Background: an optimization exercise with open tools, aiming at small area, a short achievable clock period and few clock cycles per item. Do not read the settings as production practice.
At most, simulation tests tie the RTL to the original design; equivalence was not proved.
No activity file was given, so power comes from the tool's default toggle rates.

run A:
Design gsm7_septet, start of the top module:
module gsm7_septet (
    input  wire        clk,
    input  wire        rst,           
    input  wire        cmd_valid,
    output wire        cmd_ready,
    input  wire [2:0]  cmd_op,
    input  wire [15:0] cmd_len,
    input  wire [7:0]  cmd_hdr_len,
    input  wire        in_valid,
    output wire        in_ready,
    input  wire [31:0] in_data,
    output wire        out_valid,
    input  wire        out_ready,
    output wire [7:0]  out_data,
    output wire        res_valid,
    input  wire        res_ready,
    output wire [7:0]  res_err,
    output wire [7:0]  res_count
);
Size: about 740 cells after synthesis, roughly 84 flip-flops, ~93 I/O pins.
clock: 7.0 ns
lec_check: 0
abc_area: 1
cap_margin: 20
core_margin: 2
core_utilization: 60
cts_buf_list: sky130_fd_sc_hd__clkbuf_8
place_density: 0.5
setup_slack_margin: 4.5
slew_margin: 20
standard.sh (not shown) runs the stock make flow with config.mk's settings and CLKGATE_MAP_FILE= SYNTH_SCRIPT=/design/flow/synth_recipe.tcl, a recipe that flattens the netlist after the stock synthesis.
==> flow/flow/run.sh <==
#!/bin/bash
# The standard layout (standard.sh: standard synthesis, floorplan, place,
# CTS, route), with one change: the port buffers that global placement inserts
# are plain sky130_fd_sc_hd__buf_1 cells instead of the delay cells
# buffer_ports picks by default. Every port still gets its buffer.
# The full output of the run goes to standard.log; ORFS keeps each step's log
# under orfs/logs/.
set -euo pipefail
export BUFFER_PORTS_ARGS="-buffer_cell sky130_fd_sc_hd__buf_1"
bash standard.sh > standard.log 2>&1
Run A ran to completion and came out clean on the timing, design-rule and antenna checks.
Testbench counts of run A, summed over its fixed seeds: cycles 40,152, items 28,162.
diff inputs: run A => run B
- PLACE_DENSITY: 0.5 -> unset
==> notes.md <==
Run B vs. run A: power level, detailed-route wire length per cell level, number of detailed-routing iterations run before antenna repair level. Re share of synthesized registers carrying an async set or reset: no difference whatsoever between run A and run B.
Modified inputs, run C compared to run B
- SETUP_SLACK_MARGIN now 4.6, was 4.5
==> flow/flow/run.sh <==
#!/bin/bash
# Standard layout, with plain buffers (not delay cells) on the ports.
set -euo pipefail
export BUFFER_PORTS_ARGS="-buffer_cell sky130_fd_sc_hd__buf_1"
bash standard.sh > standard.log 2>&1
Results
Run C: first-iteration DRC count 23 above run B. Run comparison: run C highest-delay cell along the critical path o21ai_0; run B highest-delay cell along the critical path nor2_2. Cmp run C vs run B: half-perimeter wire length after detailed placement higher in run C. Run C — worst setup slack 0.050 ns lower, run B as reference.
What run D does differently from run C at the input level:
- changing SETUP_SLACK_MARGIN from 4.6 to 4.3
- removing ABC_AREA (formerly 1)
Notes after the runs:
Global-route wire length before repair, run C and run D, lower one = run D. Weighted congestion reported at the end of routability-driven placement: run D vs run C down about 2.8%. Of the two values seen for library cell contributing the largest single delay on the critical path, a211o_1 was produced by run D and o21ai_0 by run C. Cmp run C and run D / sequential share of layout area / higher: run D. Taking run D over run C, the non-clock buffer total of the final layout ratio works out to 0.903. Diff run C and run D: basic-gate share of the synthesized area counting and, or, nand and nor cells higher in run C. In the tables for run C and run D, initial cell density of the core reads lower with run C. Run D against run C: final critical delay including setup and external delays up 0.18 ns; met3 usage in global routing up 1.6 points. A leading cell type in the layout, fill and taps excluded of nand2_1 is what run C shows, while buf_1 belongs to run D.
#### Input delta (run E over run D)
- swapping 4.3 for 4.5 in SETUP_SLACK_MARGIN
- putting CTS_CLUSTER_SIZE at 30 where nothing was set
- putting ABC_AREA at 1 where nothing was set
==> comparison <==
Taking run D over run E, the area taken by multi-input logic gates ratio works out to 1.10.
Run E: maximum frequency is about 9% higher than what run D reported.
Clock share of power is lower on run D
From run D to run E the numbers moved as follows: area after synthesis went down by 1.0%; power dropped about 0.45%; clock period minus final worst setup slack dropped 0.23 ns; non-filler instance count after layout saw an increase.
Changes observed in run E relative to run D: share of the core filled with cells in the final layout now sits higher; relative area change from synthesis to final layout now sits higher; count of clock-net buffers in the final layout now sits higher.

* * *

gsm7_septet, a different RTL version from the one above (not shown whole).
For scale: roughly 590 cells after synthesis, roughly 66 flip-flops, roughly 93 I/O pins.
Settings: LEC_CHECK=0, CAP_MARGIN=20, CORE_MARGIN=2, CORE_UTILIZATION=40, SETUP_SLACK_MARGIN=3.5, SLEW_MARGIN=20; clock period 7.0 ns.
==> flow/flow/run.sh <==
#!/bin/bash
# Standard layout, with plain buffers (not delay cells) on the ports.
set -euo pipefail
export BUFFER_PORTS_ARGS="-buffer_cell sky130_fd_sc_hd__buf_1"
bash standard.sh > standard.log 2>&1
Then changed:
--- a/flow/config.mk
+++ b/flow/config.mk
@@ -9,4 +9,4 @@
 export CORE_MARGIN = 2
 export CORE_UTILIZATION = 40
-export SETUP_SLACK_MARGIN = 3.5
+export SETUP_SLACK_MARGIN = 4
 export SLEW_MARGIN = 20
After rerunning:
- The new run passed the timing, design-rule and antenna checks
- final area rises by about a fifth
- cell count rises by a few percent
- worst setup slack improves by 0.19 ns
- sequential power is about the same
- clock skew is about the same
- power rises by a little under a tenth
- area after synthesis stays the same
- register-to-register slack improves by 0.32 ns
- first-iteration DRC count rises by roughly a tenth
Then changed:
--- a/flow/config.mk
+++ b/flow/config.mk
@@ -9,4 +9,4 @@
 export CORE_MARGIN = 2
 export CORE_UTILIZATION = 40
-export SETUP_SLACK_MARGIN = 4
+export SETUP_SLACK_MARGIN = 3
 export SLEW_MARGIN = 20
Outcome:
- The changed run completed with no timing, DRC or antenna violations
- clock skew is about the same
- count of clock-buffer cells in the layout is unchanged
- design area decreases by 17%
- core utilization decreases by 9.5 points
No run of this note included a check of the RTL's function; only the layout flow was run.

* * *

The RTL this note starts from:
==> flow/design.v <==
module gsm7_septet (
    input  wire        clk,
    input  wire        rst,           
    input  wire        cmd_valid,
    output wire        cmd_ready,
    input  wire [2:0]  cmd_op,
    input  wire [15:0] cmd_len,
    input  wire [7:0]  cmd_hdr_len,
    input  wire        in_valid,
    output wire        in_ready,
    input  wire [31:0] in_data,
    output wire        out_valid,
    input  wire        out_ready,
    output wire [7:0]  out_data,
    output wire        res_valid,
    input  wire        res_ready,
    output wire [7:0]  res_err,
    output wire [7:0]  res_count
);
    reg         busy;        
    reg         crdy;        
    reg         rv;          
    reg         flt;         
    reg         m_pack;      
    reg         m_hex;       
    reg         pre;         
    reg         more;        
    reg  [10:0] rem;         
    reg  [7:0]  cnt;         
    reg  [2:0]  hl;          
    reg         hexhi;       
    reg         skip;        
    reg  [4:0]  err;
    reg         sv;          
    reg  [7:0]  sq;          
    reg  [1:0]  sc;          
    reg         slo;         
    reg  [14:0] acc;         
    reg  [3:0]  k;           
    reg  [7:0]  od;          
    reg  [3:0]  lo;          
    reg         ov;          
    reg         olo;         
    function automatic [7:0] hexc(input [3:0] d);
        reg g;
        begin
            g = d[3] & (d[2] | d[1]);                    
            hexc = {1'b0, g, ~g, ~g, ~g & d[3],
                    g ? (d[2] & (d[1] | d[0])) : d[2],
                    g ? ~(d[1] ^ d[0]) : d[1],
                    d[0] ^ g};
        end
    endfunction
    wire len_big = (|cmd_len[15:11]) | (cmd_len[10] & (|cmd_len[9:0]));
    wire op_pack = (cmd_op == 3'd0);
    wire op_hdr  = (cmd_op == 3'd1);
    reg  [4:0] pf;
    always @* begin
        if (cmd_op[2] & cmd_op[1])                     pf = 5'h10;
        else if (len_big)                              pf = 5'h12;
        else if (cmd_op == 3'd5)                       pf = 5'h03;
        else if (op_pack & (|cmd_len[10:8]))           pf = 5'h19;
        else if (op_hdr & (cmd_hdr_len > 8'd6))        pf = 5'h17;
        else if (op_hdr & (cmd_len[10:0] > 11'd248))   pf = 5'h19;
        else                                           pf = 5'h00;
    end
    wire pf_any = |pf;
    wire c_pack = op_pack | op_hdr;
    wire [7:0] len_byte = cmd_len[7:0] + {5'd0, op_hdr, op_hdr, op_hdr};
    wire hl_nz   = |hl;
    wire auto_st = pre & ~hl_nz;                     
    wire pre_bit = pre & cnt[2] & cnt[1];            
    wire move    = sv & (~k[3] | slo);               
    wire sfree   = ~sv | move;
    wire done_in = ~pre & ~more & ~sv;
    assign in_ready = (pre ? hl_nz : more) & (skip | sfree);
    wire fire  = in_valid & in_ready;
    wire st1   = auto_st ? (skip | sfree) : fire;    
    wire sload = st1 & ~skip;                        
    wire hi24 = |in_data[31:8];
    wire c_dig = (in_data[7:4] == 4'h3) & (in_data[3:0] <= 4'h9);
    wire c_let = ~in_data[7] & in_data[6] & (in_data[4:3] == 2'b00) &
                 (in_data[2:0] != 3'd0) & (in_data[2:0] != 3'd7);
    wire c_hex = ~hi24 & (c_dig | c_let);
    wire [3:0] hv = {in_data[3] | in_data[6],
                     in_data[2] ^ (in_data[6] & in_data[1] & in_data[0]),
                     in_data[1] ^ (in_data[6] & in_data[0]),
                     in_data[0] ^ in_data[6]};
    reg  [7:0] sx;
    reg  [1:0] sw;
    reg        st_fault;
    reg  [4:0] st_err;
    reg        st_commit;   
    always @* begin
        sx = in_data[7:0]; sw = 2'd0; st_fault = hi24; st_err = 5'h13; st_commit = 1'b0;
        if (pre) begin
            if (auto_st) begin
                sx = 8'd0;
                if (pre_bit) sw = 2'd2;
            end
        end else if (m_pack) begin
            sx = {1'b0, in_data[6:0]};
            sw = 2'd1;
            st_fault = hi24 | in_data[7];
            st_err = 5'h18;
        end else if (m_hex) begin
            st_err = 5'h15;
            st_fault = ~c_hex;
            if (!hexhi) begin
                sx = {hv, 4'd0};
                sw = 2'd3;
                if (c_hex & (rem == 11'd1)) begin st_fault = 1'b1; st_err = 5'h16; end
            end else begin
                sx = {4'd0, hv};
                st_commit = 1'b1;
            end
        end else begin
            st_commit = 1'b1;
        end
    end
    wire        k7  = &k[2:0];
    wire [14:0] ins = {7'd0, sq} << k[2:0];
    wire [14:0] tot = acc | (move ? ins : 15'd0);
    wire [3:0]  kw  = (sc == 2'd0) ? {1'b1, k[2:0]} :
                      (sc == 2'd1) ? ({1'b0, k[2:0]} + 4'd7) :
                      (sc == 2'd2) ? ({1'b0, k[2:0]} + 4'd1) : {1'b0, k[2:0]};
    wire [3:0]  kt  = move ? kw : k;
    wire ofree  = ~ov | (out_ready & (olo | ~m_pack));
    wire av_go  = (sc == 2'd0) | ((sc == 2'd1) & (|k[2:0])) | (((sc == 2'd2) | ~m_pack) & k7);
    wire av_no  = k[3] | (m_pack ? (done_in & (|k[2:0])) : k7);
    wire avail  = move ? av_go : av_no;
    wire load   = ofree & avail;
    wire left   = k[3] | (m_pack ? (|k[2:0]) : k7);      
    assign out_valid = ov;
    assign out_data  = od;
    assign res_valid = rv;
    assign res_err   = {3'd0, err};
    assign res_count = flt ? 8'd0 : cnt;
    assign cmd_ready = crdy;
    wire take = ~busy & cmd_valid;
    always @(posedge clk) begin
        if (rst) begin
            busy <= 1'b0;
            crdy <= 1'b1;
            rv   <= 1'b0;
            ov   <= 1'b0;
            pre  <= 1'b0;
            more <= 1'b0;
            sv   <= 1'b0;
        end else if (take) begin
            busy <= 1'b1;
            crdy <= 1'b0;
            pre  <= op_hdr & ~pf_any;
            more <= ~pf_any & (|cmd_len[10:0]);
            sv   <= 1'b0;
        end else if (busy) begin
            if (fire & ~pre)
                more <= (rem != 11'd1);
            if (pre_bit & st1)
                pre <= 1'b0;
            if (sload)
                sv <= 1'b1;
            else if (move)
                sv <= 1'b0;
            if (ov & out_ready & ~(m_pack & ~olo))
                ov <= 1'b0;
            if (load)
                ov <= 1'b1;
            if (!rv && done_in && !left && ofree)
                rv <= 1'b1;
            if (rv && res_ready) begin
                rv   <= 1'b0;
                busy <= 1'b0;
                crdy <= 1'b1;
            end
        end
    end
    always @(posedge clk) begin
        if (take) begin
            flt    <= pf_any;
            m_pack <= c_pack;
            m_hex  <= (cmd_op == 3'd2);
            rem    <= cmd_len[10:0];
            cnt    <= 8'd0;
            hl     <= cmd_hdr_len[2:0];
            hexhi  <= 1'b0;
            skip   <= pf_any;
            err    <= pf;
            acc    <= {7'd0, len_byte & {8{c_pack}}};
            k      <= {c_pack, 3'd0};
        end else begin
            if (fire & ~pre)
                rem <= rem - 11'd1;
            if (fire & pre) hl <= hl - 3'd1;
            if (fire & ~skip & st_fault) begin
                skip <= 1'b1;
                flt  <= 1'b1;
                err  <= st_err;
            end
            if (m_hex & fire) hexhi <= ~hexhi;
            if (pre ? st1 : (sload & (m_pack | st_commit)))
                cnt <= cnt + ((~m_pack & (cnt[2:0] == 3'd6)) ? 8'd2 : 8'd1);
            if (sload & st_commit & (cnt == 8'd158))
                skip <= 1'b1;                           
            if (sload) begin
                sq  <= sx;
                sc  <= sw;
                slo <= m_hex & hexhi;
            end
            if (ov & out_ready & m_pack & ~olo) begin
                olo <= 1'b1;
                od  <= hexc(lo);
            end
            if (load) begin
                od  <= m_pack ? hexc(tot[7:4]) : {1'b0, tot[6:0]};
                lo  <= tot[3:0];
                olo <= 1'b0;
                if (m_pack) begin
                    acc <= {8'd0, tot[14:8]};
                    k   <= kt[3] ? {1'b0, kt[2:0]} : 4'd0;
                end else begin
                    acc <= {7'd0, tot[14:7]};
                    k   <= kt - 4'd7;
                end
            end else begin
                acc <= tot;
                k   <= kt;
            end
        end
    end
endmodule
clock: 7.0 ns
lec_check: 0
cap_margin: 20
core_margin: 2
core_utilization: 40
setup_slack_margin: 4
slew_margin: 20
Scripts as last shown in full above: flow/flow/run.sh
The baseline finished with timing, DRC and antenna clean.
Next try:
Settings changed: SETUP_SLACK_MARGIN 4 to 4.3.
Effect:
- The changed run finished clean
- synthesized area is unchanged
- critical path depth climbs by 2
- total power rose by 12%
- design area increases by 7.6%
- non-clock buffer count is higher by 19
- routed wire length went up by 4.6%
- synthesized cell count does not change
- combinational power goes up by 18%
- core utilization rises by 3.6 points
- die area stays the same
- first-iteration DRC count came out higher by 21%
Function was not checked in any run of this note: the RTL went through the layout flow alone.

-- re-timing with driven ports --
The results above use ideal ports. As a check the final layouts listed here were re-extracted and re-timed, cells and wires unchanged.
Step 1 sets driving cells, clkbuf_16 on the clock port and buf_2 on the other inputs (assumed; they add their load-dependent delay and slew).
Step 2, shift: input delay + t, output delay - t, t = (earliest + latest rising clock arrival at the registers) / 2. This alone moves slack from input paths to output paths.
Three values: ideal, step 1, step 2; two values: the first two.
run | t, ns | setup WS [ns] | cell pins on the clock port's net
run A | 0.393 | 4.608 / 4.596 / 4.226 | 1
run B | 0.393 | 4.608 / 4.596 / 4.226 | 1
run C | 0.385 | 4.558 / 4.562 / 4.177 | 1
run D | 0.388 | 4.380 / 4.394 / 4.006 | 1
run E | 0.393 | 4.608 / 4.596 / 4.226 | 1
the first run of note 2 | 0.379 | 3.639 / 3.646 / 3.267 | 1
the second run of note 2 | 0.388 | 3.830 / 3.825 / 3.438 | 1
the third run of note 2 | 0.374 | 3.328 / 3.330 / 2.956 | 1
the first run of note 3 | 0.371 | 4.047 / 4.007 / 3.741 | 1
the second run of note 3 | 0.371 | 4.127 / 4.091 / 3.881 | 1
After both steps setup and hold are still met in every run listed. The setup slack of the second run of note 2, which loses most, moves by -0.005 ns with the drivers and by -0.392 ns with both steps.
